Context: an optimization exercise on an open-source flow, tuned for small area, a short achievable clock period and few clock cycles. The choices shown serve that exercise and are no tape-out recipe. Where RTL was checked, it was by simulation tests only, not by an equivalence proof against the original. Power figures rest on the tool's default switching activity, not on a simulated workload.

## the previous run
==> flow/design.v (excerpt) <==
module fsc_fp (
    input  wire        clk,
    input  wire        rst,           
    input  wire        in_valid,
    input  wire [7:0]  in_data,
    output wire        in_ready,
    input  wire        fp_reset,
    input  wire        set_intron,
    input  wire [31:0] intron_in,     
    output wire        ev_valid,
    input  wire        ev_ready,
    output wire [2:0]  ev_code,
    output wire [63:0] ev_data,
    input  wire        ans_valid,
    input  wire [7:0]  ans_data       
);
    localparam [31:0] INTRON_RESET = 32'h3CC35AA5;    
    function eq1c;
        input [15:0] x;
        input [15:0] y;
        begin
            eq1c = ((x == y) && (y != 16'hFFFF)) ||
                   ((x == 16'hFFFF) && (y == 16'h0000));
        end
    endfunction
    wire clr = rst || fp_reset || set_intron;
    reg [31:0] intron;
    reg        q_srch, q_hdr, q_wait, q_body, q_thr;
    reg [1:0]  mpos;
    reg [2:0]  hcnt;
    reg [63:0] hdr_n;         
    wire [63:0] hdr = ~hdr_n;
    reg        hok, hlen0;    
    reg [2:0]  type_q;
    reg        rdy;
    reg [7:0]  fa, fb;
    reg        fa_v, fb_v;
    reg        p_rf, p_beg, p_comp, p_type, p_inv, vw;
    reg        rf_q;             
    reg        v_lat;
    reg        ev_v, s_comp, s_type, s_inv, s_rf;
    wire       s_beg = p_beg;    
    reg  [3:0] nbeg;
    reg [2:0]  ev_c;
    reg        cs_v, cs_hi, cs_last, par;
    reg [7:0]  cs_b;
    reg [15:0] c0, c1;
    reg        k0, k1;
    reg        upd, fold, fin1, fin2, fin3, fin4;
    assign in_ready = rdy;
    wire take = in_valid && rdy;
    wire [15:0] blen = hdr[31:16];
    wire        len1 = (blen == 16'd1);
    assign ev_valid = ev_v;
    assign ev_code  = ev_c;
    assign ev_data[7:0]  = ({8{fa_v}}   & fa) |
                           ({8{s_type}} & {5'd0, type_q}) |
                           ({8{s_comp}} & {7'd0, v_lat}) |
                           ({8{!nbeg[0]}} & hdr[7:0]);
    assign ev_data[8]     = (s_type & v_lat) | (!nbeg[0] & hdr[8]);
    assign ev_data[23:9]  = {15{!nbeg[0]}} & hdr[23:9];
    assign ev_data[37:24] = {14{!nbeg[1]}} & hdr[37:24];
  ...
Size: ~850 cells after synthesis, ~200 flip-flops.
Settings: LEC_CHECK=0, CAP_MARGIN=20, CORE_MARGIN=2, CORE_UTILIZATION=40, SLEW_MARGIN=20; clock period 9.0 ns.
standard.sh (not shown) runs the stock make flow with config.mk's settings and CLKGATE_MAP_FILE= SYNTH_SCRIPT=/design/flow/synth_recipe.tcl, a recipe that flattens the netlist after the stock synthesis.
==> flow/flow/run.sh <==
#!/bin/bash
# The standard ORFS layout (standard.sh) with these changes:
#  - synthesis maps logic with flow/abc_area.script (see synth_prefix.tcl)
#  - plain buf_1 port buffers instead of the default delay cells
#  - timing repair aimed at a shorter period than the design's
#  - a clock tree of smaller buffers, without dummy loads
set -e
here=$(pwd)
sed "s#@ABC_SCRIPT@#$here/flow/abc_area.script#" flow/synth_prefix.tcl > my_synth.tcl
cat synth_recipe.tcl >> my_synth.tcl
sed "s#SYNTH_SCRIPT=[^ ]*#SYNTH_SCRIPT=$here/my_synth.tcl#" standard.sh > my_standard.sh
export BUFFER_PORTS_ARGS="-buffer_cell sky130_fd_sc_hd__buf_1"
export SETUP_SLACK_MARGIN=5.75
export CTS_ARGS="-sink_clustering_enable -repair_clock_nets -dont_use_dummy_load -buf_list {sky130_fd_sc_hd__clkbuf_4 sky130_fd_sc_hd__clkbuf_8}"
bash my_standard.sh > standard.log 2>&1
==> flow/flow/abc_area.script <==
strash
&get -n
&st
&dch
&nf -R 1000
&put
==> flow/flow/synth_prefix.tcl <==
set my_abc_script @ABC_SCRIPT@
proc fix_abc {args} {
  global abc_args my_abc_script
  if {[lindex $abc_args 0] eq "-script" && [lindex $abc_args 1] ne $my_abc_script} {
    set abc_args [lreplace $abc_args 1 1 $my_abc_script]
  }
}
trace add variable ::abc_args write fix_abc
Testbench counts of the previous run, summed over its fixed seeds: cycles 15,963.
Changes in the current run relative to the previous run:
diff --git a/flow/design.v b/flow/design.v
--- a/flow/design.v
+++ b/flow/design.v
@@ -26,23 +26,24 @@
     wire clr = rst || fp_reset || set_intron;
     reg [31:0] intron;
     reg        q_srch, q_hdr, q_wait, q_body, q_thr;
     reg [1:0]  mpos;
     reg [2:0]  hcnt;
     reg [63:0] hdr_n;         
     wire [63:0] hdr = ~hdr_n;
-    reg        hok, hlen0;    
     reg [2:0]  type_q;
     reg        rdy;
     reg [7:0]  fa, fb;
     reg        fa_v, fb_v;
     reg        p_rf, p_beg, p_comp, p_type, p_inv, vw;
     reg        rf_q;             
     reg        v_lat;
-    reg        ev_v, s_comp, s_type, s_inv, s_rf;
+    reg        ev_v, s_comp, s_type;
+    wire       s_inv = (ev_c == 3'd6);
+    wire       s_rf  = (ev_c == 3'd1);
     wire       s_beg = p_beg;    
     reg  [3:0] nbeg;
     reg [2:0]  ev_c;
     reg        cs_v, cs_hi, cs_last, par;
     reg [7:0]  cs_b;
     reg [15:0] c0, c1;
     reg        k0, k1;
@@ -68,14 +69,17 @@
     wire m_cur = (in_data == ib);
     wire m_0   = (in_data == intron[7:0]);
     wire h7     = q_hdr && (hcnt == 3'd7);
     wire rf_hit = take && q_srch && m_cur && (mpos == 2'd3);
     wire t_h7   = take && h7;
     wire t_last = take && (q_body || q_thr) && len1;
     wire ans    = q_wait && ans_valid;
+    wire hok    = (hdr[7:3] == 5'd0) && (hdr[2:0] != 3'd0) && (hdr[2:0] <= 3'd4) &&
+                  (blen <= 16'd32);
+    wire hlen0  = (blen == 16'd0);
     wire acc    = (ans_data == 8'h01) && hok;
     wire n_srch = (q_srch && !rf_hit) || (ans && hlen0) || t_last;
     wire n_hdr  = (q_hdr && !t_h7) || rf_hit;
     wire n_wait = (q_wait && !ans_valid) || t_h7;
     wire n_body = (q_body && !t_last) || (ans && !hlen0 && acc);
     wire n_thr  = (q_thr && !t_last) || (ans && !hlen0 && !acc);
     wire push   = take && q_body;
@@ -116,17 +120,14 @@
         if (take && q_hdr) begin
             hdr_n[63:32] <= ~{in_data, hdr[63:40]};
             hdr_n[15:0]  <= ~hdr[23:8];
             hcnt         <= hcnt + 3'd1;
         end
         if (take && (q_hdr || q_body || q_thr))
             hdr_n[31:16] <= q_hdr ? ~hdr[39:24] : ~bdec;
-        hok   <= (hdr[7:3] == 5'd0) && (hdr[2:0] != 3'd0) && (hdr[2:0] <= 3'd4) &&
-                 (blen <= 16'd32);
-        hlen0 <= (blen == 16'd0);
         if (q_wait && !p_type)
             type_q <= hdr[2:0];
         cs_v    <= cs_in;
         cs_hi   <= par;
         cs_last <= push && len1;
         if (cs_in) par <= !par;
         if (clr_cs) begin
@@ -174,16 +175,14 @@
             p_comp  <= 1'b0;
             p_type  <= 1'b0;
             p_inv   <= 1'b0;
             vw      <= 1'b0;
             ev_v    <= 1'b0;
             s_comp  <= 1'b0;
             s_type  <= 1'b0;
-            s_inv   <= 1'b0;
-            s_rf    <= 1'b0;
             ev_c    <= 3'd0;
             cs_v    <= 1'b0;
             upd     <= 1'b0;
             fold    <= 1'b0;
             fin1    <= 1'b0;
             fin2    <= 1'b0;
             fin3    <= 1'b0;
@@ -223,16 +222,14 @@
             p_comp <= p_comp_n;
             p_type <= p_type_n;
             p_inv  <= p_inv_n;
             vw     <= vw_n;
             ev_v   <= fa_v_n || (p_comp_n ? !vw_n : (p_type_n || p_inv_n || p_rf_n)) || p_beg_n;
             s_comp <= !fa_v_n && p_comp_n && !vw_n;
             s_type <= !fa_v_n && !p_comp_n && p_type_n;
-            s_inv  <= !fa_v_n && !p_comp_n && !p_type_n && p_inv_n;
-            s_rf   <= !fa_v_n && !p_comp_n && !p_type_n && !p_inv_n && p_rf_n;
             ev_c   <= fa_v_n ? 3'd3 : p_comp_n ? 3'd4 : p_type_n ? 3'd5 :
                       p_inv_n ? 3'd6 : p_rf_n ? 3'd1 : p_beg_n ? 3'd2 : 3'd0;
         end
     end
 endmodule
 module fsc_fp_add16(input [15:0] a, input [15:0] b, input ci, output [15:0] s, output co);
   wire [15:0] p = a ^ b;
--- outcome ---
Delta(final critical-path required period, the current run - the previous run) > 0
Final cell area excluding filler cells went down slightly going from the previous run to the current run.
In the current run relative to the previous run, routed length on met2 had gone down by a few percent.
Taking the previous run as the reference, in the current run area fraction in and, or, nand and nor cells after synthesis has increased, all-layer global routing usage has decreased, placed standard-cell area has decreased, fraction of the cycle the final worst path needs has increased, synthesized-area fraction occupied by adder cells has remained practically unchanged.
Testbench counts of the current run, summed over its fixed seeds: cycles 15,963.

---

The RTL this note starts from:
==> flow/design.v <==
module fsc_fp (
    input  wire        clk,
    input  wire        rst,           
    input  wire        in_valid,
    input  wire [7:0]  in_data,
    output wire        in_ready,
    input  wire        fp_reset,
    input  wire        set_intron,
    input  wire [31:0] intron_in,     
    output wire        ev_valid,
    input  wire        ev_ready,
    output wire [2:0]  ev_code,
    output wire [63:0] ev_data,
    input  wire        ans_valid,
    input  wire [7:0]  ans_data       
);
    localparam [31:0] INTRON_RESET = 32'h3CC35AA5;    
    localparam [2:0] S_SRCH  = 3'd0,
                     S_HDR   = 3'd1,
                     S_WAIT  = 3'd2,
                     S_BODY  = 3'd3,
                     S_THROW = 3'd4;
    function eq1c;
        input [15:0] x;
        input [15:0] y;
        begin
            eq1c = ((x == y) && (y != 16'hFFFF)) ||
                   ((x == 16'hFFFF) && (y == 16'h0000));
        end
    endfunction
    wire clr = rst || fp_reset || set_intron;
    reg [31:0] intron;
    reg [2:0]  st;
    reg [1:0]  mpos;
    reg [2:0]  hcnt;
    reg [63:0] hdr;           
    reg [2:0]  type_q;
    reg        rdy;
    reg [7:0]  fa, fb;
    reg        fa_v, fb_v;
    reg        p_rf, p_beg, p_comp, p_type, p_inv, vw;
    reg        v_lat;
    reg        ev_v, s_comp, s_type, s_inv, s_beg;
    reg [2:0]  ev_c;
    reg        cs_v, cs_hi, cs_last, par;
    reg [7:0]  cs_b;
    reg [15:0] c0, c1;
    reg        k0, k1;
    reg        wd, fold, fold2, fin1, fin2, fin3, fin4;
    assign in_ready = rdy;
    wire take = in_valid && rdy;
    wire [15:0] blen = hdr[31:16];
    wire        len1 = (blen == 16'd1);
    wire        len0 = (blen == 16'd0);
    wire type_ok = (hdr[7:3] == 5'd0) && (hdr[2:0] != 3'd0) &&
                   (hdr[2:0] <= 3'd4);
    wire len_ok  = (blen <= 16'd32);
    assign ev_valid = ev_v;
    assign ev_code  = ev_c;
    assign ev_data[7:0]  = ({8{fa_v}}   & fa) |
                           ({8{s_type}} & {5'd0, type_q}) |
                           ({8{s_comp}} & {7'd0, v_lat}) |
                           ({8{s_beg}}  & hdr[7:0]);
    assign ev_data[8]    = (s_type & v_lat) | (s_beg & hdr[8]);
    assign ev_data[63:9] = {55{s_beg}} & hdr[63:9];
    wire fire = ev_v && ev_ready;
    wire pop  = fire && fa_v;
    wire s_rf = (ev_c == 3'd1);
    wire [7:0] ib = intron[mpos*8 +: 8];
    wire m_cur = (in_data == ib);
    wire m_0   = (in_data == intron[7:0]);
    wire t_srch = take && (st == S_SRCH);
    wire t_hdr  = take && (st == S_HDR);
    wire t_body = take && (st == S_BODY);
    wire t_thr  = take && (st == S_THROW);
    wire rf_hit = t_srch && m_cur && (mpos == 2'd3);
    wire ans    = (st == S_WAIT) && ans_valid;
    wire acc    = (ans_data == 8'h01) && type_ok && len_ok;
    reg [2:0] st_n;
    always @(*) begin
        st_n = st;
        case (st)
            S_SRCH:  if (rf_hit) st_n = S_HDR;
            S_HDR:   if (t_hdr && hcnt == 3'd7) st_n = S_WAIT;
            S_WAIT:  if (ans_valid) st_n = len0 ? S_SRCH : (acc ? S_BODY : S_THROW);
            S_BODY:  if (t_body && len1) st_n = S_SRCH;
            S_THROW: if (t_thr && len1) st_n = S_SRCH;
            default: st_n = S_SRCH;
        endcase
    end
    wire push   = t_body;
    wire fa_ld  = !fa_v || pop;
    wire fa_v_n = fb_v || (fa_v && !pop) || push;
    wire fb_v_n = (fb_v && !pop) || (push && fa_v && !pop) || (push && fb_v);
    wire end_acc  = (t_body && len1) || (ans && acc && len0);
    wire fin_v    = fin4 || (ans && acc && len0);
    wire p_rf_n   = rf_hit || (p_rf && !(fire && s_rf));
    wire p_beg_n  = (t_hdr && hcnt == 3'd7) || (p_beg && !(fire && s_beg));
    wire p_comp_n = end_acc || (p_comp && !(fire && s_comp));
    wire p_type_n = end_acc || (p_type && !(fire && s_type));
    wire p_inv_n  = (ans && !acc && len0) || (t_thr && len1) ||
                    (p_inv && !(fire && s_inv));
    wire vw_n     = (t_body && len1) || (vw && !fin4);
    wire cs_in = (t_hdr && !hcnt[2]) || t_body;
    wire clr_cs = (st == S_HDR) && (hcnt == 3'd0);
    wire [15:0] op0 = cs_v ? (cs_hi ? {cs_b, 8'd0} : {8'd0, cs_b}) : 16'd0;
    wire [15:0] s0, s1;
    wire        co0, co1;
    wire        upd = wd || fold2;
    wire [15:0] op1 = upd ? c0 : 16'd0;
    fsc_fp_add16 u_add0 (.a(c0), .b(op0), .ci(k0), .s(s0), .co(co0));
    fsc_fp_add16 u_add1 (.a(c1), .b(op1), .ci(upd ? k0 : k1), .s(s1), .co(co1));
    genvar gi;
    wire [15:0] bdec;
    wire [16:0] bb;
    assign bb[0] = 1'b1;
    generate
        for (gi = 0; gi < 16; gi = gi + 1) begin : g_dec
            assign bdec[gi]  = blen[gi] ^ bb[gi];
            assign bb[gi+1]  = bb[gi] & !blen[gi];
        end
    endgenerate
    always @(posedge clk) begin
        cs_b <= in_data;
        if (fa_ld) fa <= fb_v ? fb : in_data;
        if ((push && !fa_ld) || (push && fb_v)) fb <= in_data;
        if (t_hdr) begin
            hdr  <= {in_data, hdr[63:8]};
            hcnt <= hcnt + 3'd1;
        end
        if (ans)
            type_q <= hdr[2:0];
        if (t_body || t_thr)
            hdr[31:16] <= bdec;
        cs_v    <= cs_in;
        cs_hi   <= par;
        cs_last <= t_body && len1;
        if (cs_in) par <= !par;
        if (clr_cs) begin
            c0 <= 16'd0;
            k0 <= 1'b0;
        end else if (cs_v) begin
            c0 <= s0;
            k0 <= co0;
        end else begin
            c0 <= {s0[15:1], s0[0] | co0};
            k0 <= 1'b0;
        end
        wd    <= cs_v && cs_hi;
        fold  <= cs_v && !cs_hi && cs_last;
        fold2 <= fold;
        fin1  <= cs_v && cs_last;
        fin2  <= fin1;
        fin3  <= fin2;
        fin4  <= fin3;
        if (clr_cs) begin
            c1 <= 16'd0;
            k1 <= 1'b0;
        end else if (upd) begin
            c1 <= s1;
            k1 <= co1;
        end else begin
            c1 <= {s1[15:1], s1[0] | co1};
            k1 <= 1'b0;
        end
        if (clr) begin
            st      <= S_SRCH;
            mpos    <= 2'd0;
            rdy     <= 1'b1;
            fa_v    <= 1'b0;
            fb_v    <= 1'b0;
            p_rf    <= 1'b0;
            p_beg   <= 1'b0;
            p_comp  <= 1'b0;
            p_type  <= 1'b0;
            p_inv   <= 1'b0;
            vw      <= 1'b0;
            ev_v    <= 1'b0;
            s_comp  <= 1'b0;
            s_type  <= 1'b0;
            s_inv   <= 1'b0;
            s_beg   <= 1'b0;
            ev_c    <= 3'd0;
            cs_v    <= 1'b0;
            wd      <= 1'b0;
            fold    <= 1'b0;
            fold2   <= 1'b0;
            fin1    <= 1'b0;
            fin2    <= 1'b0;
            fin3    <= 1'b0;
            fin4    <= 1'b0;
            if (rst)
                intron <= INTRON_RESET;
            else if (set_intron)
                intron <= intron_in;
        end else begin
            st   <= st_n;
            fa_v <= fa_v_n;
            fb_v <= fb_v_n;
            rdy  <= (st_n == S_SRCH) || (st_n == S_HDR) || (st_n == S_THROW) ||
                    ((st_n == S_BODY) && !fb_v_n);
            if (t_srch) begin
                if (m_cur)
                    mpos <= mpos + 2'd1;
                else if (mpos != 2'd0)
                    mpos <= m_0 ? 2'd1 : 2'd0;
            end
            if (rf_hit) begin
                hcnt <= 3'd0;
                par  <= 1'b0;
            end
            p_rf   <= p_rf_n;
            p_beg  <= p_beg_n;
            p_comp <= p_comp_n;
            p_type <= p_type_n;
            p_inv  <= p_inv_n;
            vw     <= vw_n;
            if (fin_v) v_lat <= eq1c(c0, hdr[47:32]) && eq1c(c1, hdr[63:48]);
            ev_v   <= fa_v_n || (p_comp_n ? !vw_n :
                                 (p_type_n || p_inv_n || p_rf_n || p_beg_n));
            s_comp <= !fa_v_n && p_comp_n && !vw_n;
            s_type <= !fa_v_n && !p_comp_n && p_type_n;
            s_inv  <= !fa_v_n && !p_comp_n && !p_type_n && p_inv_n;
            s_beg  <= !fa_v_n && !p_comp_n && !p_type_n && !p_inv_n && !p_rf_n && p_beg_n;
            ev_c   <= fa_v_n ? 3'd3 : p_comp_n ? 3'd4 : p_type_n ? 3'd5 :
                      p_inv_n ? 3'd6 : p_rf_n ? 3'd1 : p_beg_n ? 3'd2 : 3'd0;
        end
    end
endmodule
module fsc_fp_add16(input [15:0] a, input [15:0] b, input ci, output [15:0] s, output co);
  wire [15:0] p = a ^ b;
  wire [15:0] g0 = a & b;
  wire gc0 = g0[0] | (p[0] & ci);
  wire G1 = g0[1] | (p[1] & gc0);
  wire P1 = p[1] & 1'b0;
  wire G2 = g0[3] | (p[3] & g0[2]);
  wire P2 = p[3] & p[2];
  wire G3 = g0[5] | (p[5] & g0[4]);
  wire P3 = p[5] & p[4];
  wire G4 = g0[7] | (p[7] & g0[6]);
  wire P4 = p[7] & p[6];
  wire G5 = g0[9] | (p[9] & g0[8]);
  wire P5 = p[9] & p[8];
  wire G6 = g0[11] | (p[11] & g0[10]);
  wire P6 = p[11] & p[10];
  wire G7 = g0[13] | (p[13] & g0[12]);
  wire P7 = p[13] & p[12];
  wire G8 = g0[15] | (p[15] & g0[14]);
  wire P8 = p[15] & p[14];
  wire G9 = G2 | (P2 & G1);
  wire P9 = P2 & P1;
  wire G10 = G4 | (P4 & G3);
  wire P10 = P4 & P3;
  wire G11 = G6 | (P6 & G5);
  wire P11 = P6 & P5;
  wire G12 = G8 | (P8 & G7);
  wire P12 = P8 & P7;
  wire G13 = G10 | (P10 & G9);
  wire P13 = P10 & P9;
  wire G14 = G12 | (P12 & G11);
  wire P14 = P12 & P11;
  wire G15 = G14 | (P14 & G13);
  wire P15 = P14 & P13;
  wire G16 = G11 | (P11 & G13);
  wire P16 = P11 & P13;
  wire G17 = G3 | (P3 & G9);
  wire P17 = P3 & P9;
  wire G18 = G5 | (P5 & G13);
  wire P18 = P5 & P13;
  wire G19 = G7 | (P7 & G16);
  wire P19 = P7 & P16;
  wire G20 = g0[2] | (p[2] & G1);
  wire P20 = p[2] & P1;
  wire G21 = g0[4] | (p[4] & G9);
  wire P21 = p[4] & P9;
  wire G22 = g0[6] | (p[6] & G17);
  wire P22 = p[6] & P17;
  wire G23 = g0[8] | (p[8] & G13);
  wire P23 = p[8] & P13;
  wire G24 = g0[10] | (p[10] & G18);
  wire P24 = p[10] & P18;
  wire G25 = g0[12] | (p[12] & G16);
  wire P25 = p[12] & P16;
  wire G26 = g0[14] | (p[14] & G19);
  wire P26 = p[14] & P19;
  assign s[0] = p[0] ^ ci;
  assign s[1] = p[1] ^ gc0;
  assign s[2] = p[2] ^ G1;
  assign s[3] = p[3] ^ G20;
  assign s[4] = p[4] ^ G9;
  assign s[5] = p[5] ^ G21;
  assign s[6] = p[6] ^ G17;
  assign s[7] = p[7] ^ G22;
  assign s[8] = p[8] ^ G13;
  assign s[9] = p[9] ^ G23;
  assign s[10] = p[10] ^ G18;
  assign s[11] = p[11] ^ G24;
  assign s[12] = p[12] ^ G16;
  assign s[13] = p[13] ^ G25;
  assign s[14] = p[14] ^ G19;
  assign s[15] = p[15] ^ G26;
  assign co = G15;
endmodule
Settings: LEC_CHECK=0, CAP_MARGIN=20, CORE_MARGIN=2, CORE_UTILIZATION=40, SLEW_MARGIN=20; clock period 9.0 ns.
==> flow/flow/run.sh <==
#!/bin/bash
# Standard ORFS layout, with plain buffers on the ports instead of the
# default delay-cell port buffers, and timing repair aimed at a shorter
# period than the design's.
export BUFFER_PORTS_ARGS="-buffer_cell sky130_fd_sc_hd__buf_1"
export SETUP_SLACK_MARGIN=5.6
bash standard.sh > standard.log 2>&1
Testbench counts at the start, summed over its fixed seeds: cycles 15,963.
Edit:
--- a/flow/design.v
+++ b/flow/design.v
@@ -32,9 +32,10 @@
     reg [31:0] intron;
     reg [2:0]  st;
     reg [1:0]  mpos;
     reg [2:0]  hcnt;
-    reg [63:0] hdr;           
+    reg [63:0] hdr_n;         
+    wire [63:0] hdr = ~hdr_n;
     reg [2:0]  type_q;
     reg        rdy;
     reg [7:0]  fa, fb;
     reg        fa_v, fb_v;
@@ -45,9 +46,9 @@
     reg        cs_v, cs_hi, cs_last, par;
     reg [7:0]  cs_b;
     reg [15:0] c0, c1;
     reg        k0, k1;
-    reg        wd, fold, fold2, fin1, fin2, fin3, fin4;
+    reg        upd, fold, fin1, fin2, fin3, fin4;
     assign in_ready = rdy;
     wire take = in_valid && rdy;
     wire [15:0] blen = hdr[31:16];
     wire        len1 = (blen == 16'd1);
@@ -105,9 +106,8 @@
     wire clr_cs = (st == S_HDR) && (hcnt == 3'd0);
     wire [15:0] op0 = cs_v ? (cs_hi ? {cs_b, 8'd0} : {8'd0, cs_b}) : 16'd0;
     wire [15:0] s0, s1;
     wire        co0, co1;
-    wire        upd = wd || fold2;
     wire [15:0] op1 = upd ? c0 : 16'd0;
     fsc_fp_add16 u_add0 (.a(c0), .b(op0), .ci(k0), .s(s0), .co(co0));
     fsc_fp_add16 u_add1 (.a(c1), .b(op1), .ci(upd ? k0 : k1), .s(s1), .co(co1));
     genvar gi;
@@ -124,15 +124,15 @@
         cs_b <= in_data;
         if (fa_ld) fa <= fb_v ? fb : in_data;
         if ((push && !fa_ld) || (push && fb_v)) fb <= in_data;
         if (t_hdr) begin
-            hdr  <= {in_data, hdr[63:8]};
+            hdr_n <= ~{in_data, hdr[63:8]};
             hcnt <= hcnt + 3'd1;
         end
         if (ans)
             type_q <= hdr[2:0];
         if (t_body || t_thr)
-            hdr[31:16] <= bdec;
+            hdr_n[31:16] <= ~bdec;
         cs_v    <= cs_in;
         cs_hi   <= par;
         cs_last <= t_body && len1;
         if (cs_in) par <= !par;
@@ -145,11 +145,10 @@
         end else begin
             c0 <= {s0[15:1], s0[0] | co0};
             k0 <= 1'b0;
         end
-        wd    <= cs_v && cs_hi;
+        upd   <= (cs_v && cs_hi) || fold;    
         fold  <= cs_v && !cs_hi && cs_last;
-        fold2 <= fold;
         fin1  <= cs_v && cs_last;
         fin2  <= fin1;
         fin3  <= fin2;
         fin4  <= fin3;
@@ -181,11 +180,10 @@
             s_inv   <= 1'b0;
             s_beg   <= 1'b0;
             ev_c    <= 3'd0;
             cs_v    <= 1'b0;
-            wd      <= 1'b0;
+            upd     <= 1'b0;
             fold    <= 1'b0;
-            fold2   <= 1'b0;
             fin1    <= 1'b0;
             fin2    <= 1'b0;
             fin3    <= 1'b0;
             fin4    <= 1'b0;
Die area came out lower by a few percent.
Combinational power came out lower by a few percent.
Sequential power drops slightly.
Synthesized area came out lower by a few percent.
Via count is lower by a few percent.
Cell count drops by a few percent.
Utilization falls by 0.19 points.
Worst setup slack degrades by 0.0090 ns.
Clock-buffer cell count rose by 3.
Power decreases by roughly a tenth.
Global-route usage came out lower by 0.19 points.
Sequential share of layout area came out higher by 1.4 points.
The RTL of the second run of this note was laid out without a check of its function.

[afterwards: timing with drivers on the ports]
Ports are ideal in the flow. The routed layouts listed here were re-timed in OpenROAD. Step 1: set_driving_cell puts a clkbuf_16 on clk and a buf_2 on each other input, an assumption about the parent block. Step 2 adds t to the input delays and takes it off the output delays; t is the mean of the earliest and latest rising clock arrival at the registers after step 1. Input paths then give back, and output paths get back, about the clock's delay inside the block. Slacks: no drivers / after step 1 / after step 2; pairs: no drivers / after step 1.
| run | t (ns) | slack for setup (ns) | worst hold slack (ns) | worst setup path after step 2 |
|---|---|---|---|---|
| the previous run | 0.495 | 5.804 / 5.764 / 5.384 | 0.361 / 0.361 / 0.361 | input to register |
| the current run | 0.489 | 5.786 / 5.748 / 5.381 | 0.357 / 0.357 / 0.357 | input to register |
| the first run of note 2 | 0.475 | 5.601 / 5.601 / 5.281 | 0.363 / 0.363 / 0.363 | input to register |
| the second run of note 2 | 0.473 | 5.592 / 5.567 / 5.234 | 0.372 / 0.372 / 0.372 | input to register |
After both steps setup and hold are still met in every run listed. The setup slack of the previous run, which loses most, moves by -0.040 ns with the drivers and by -0.420 ns with both steps.
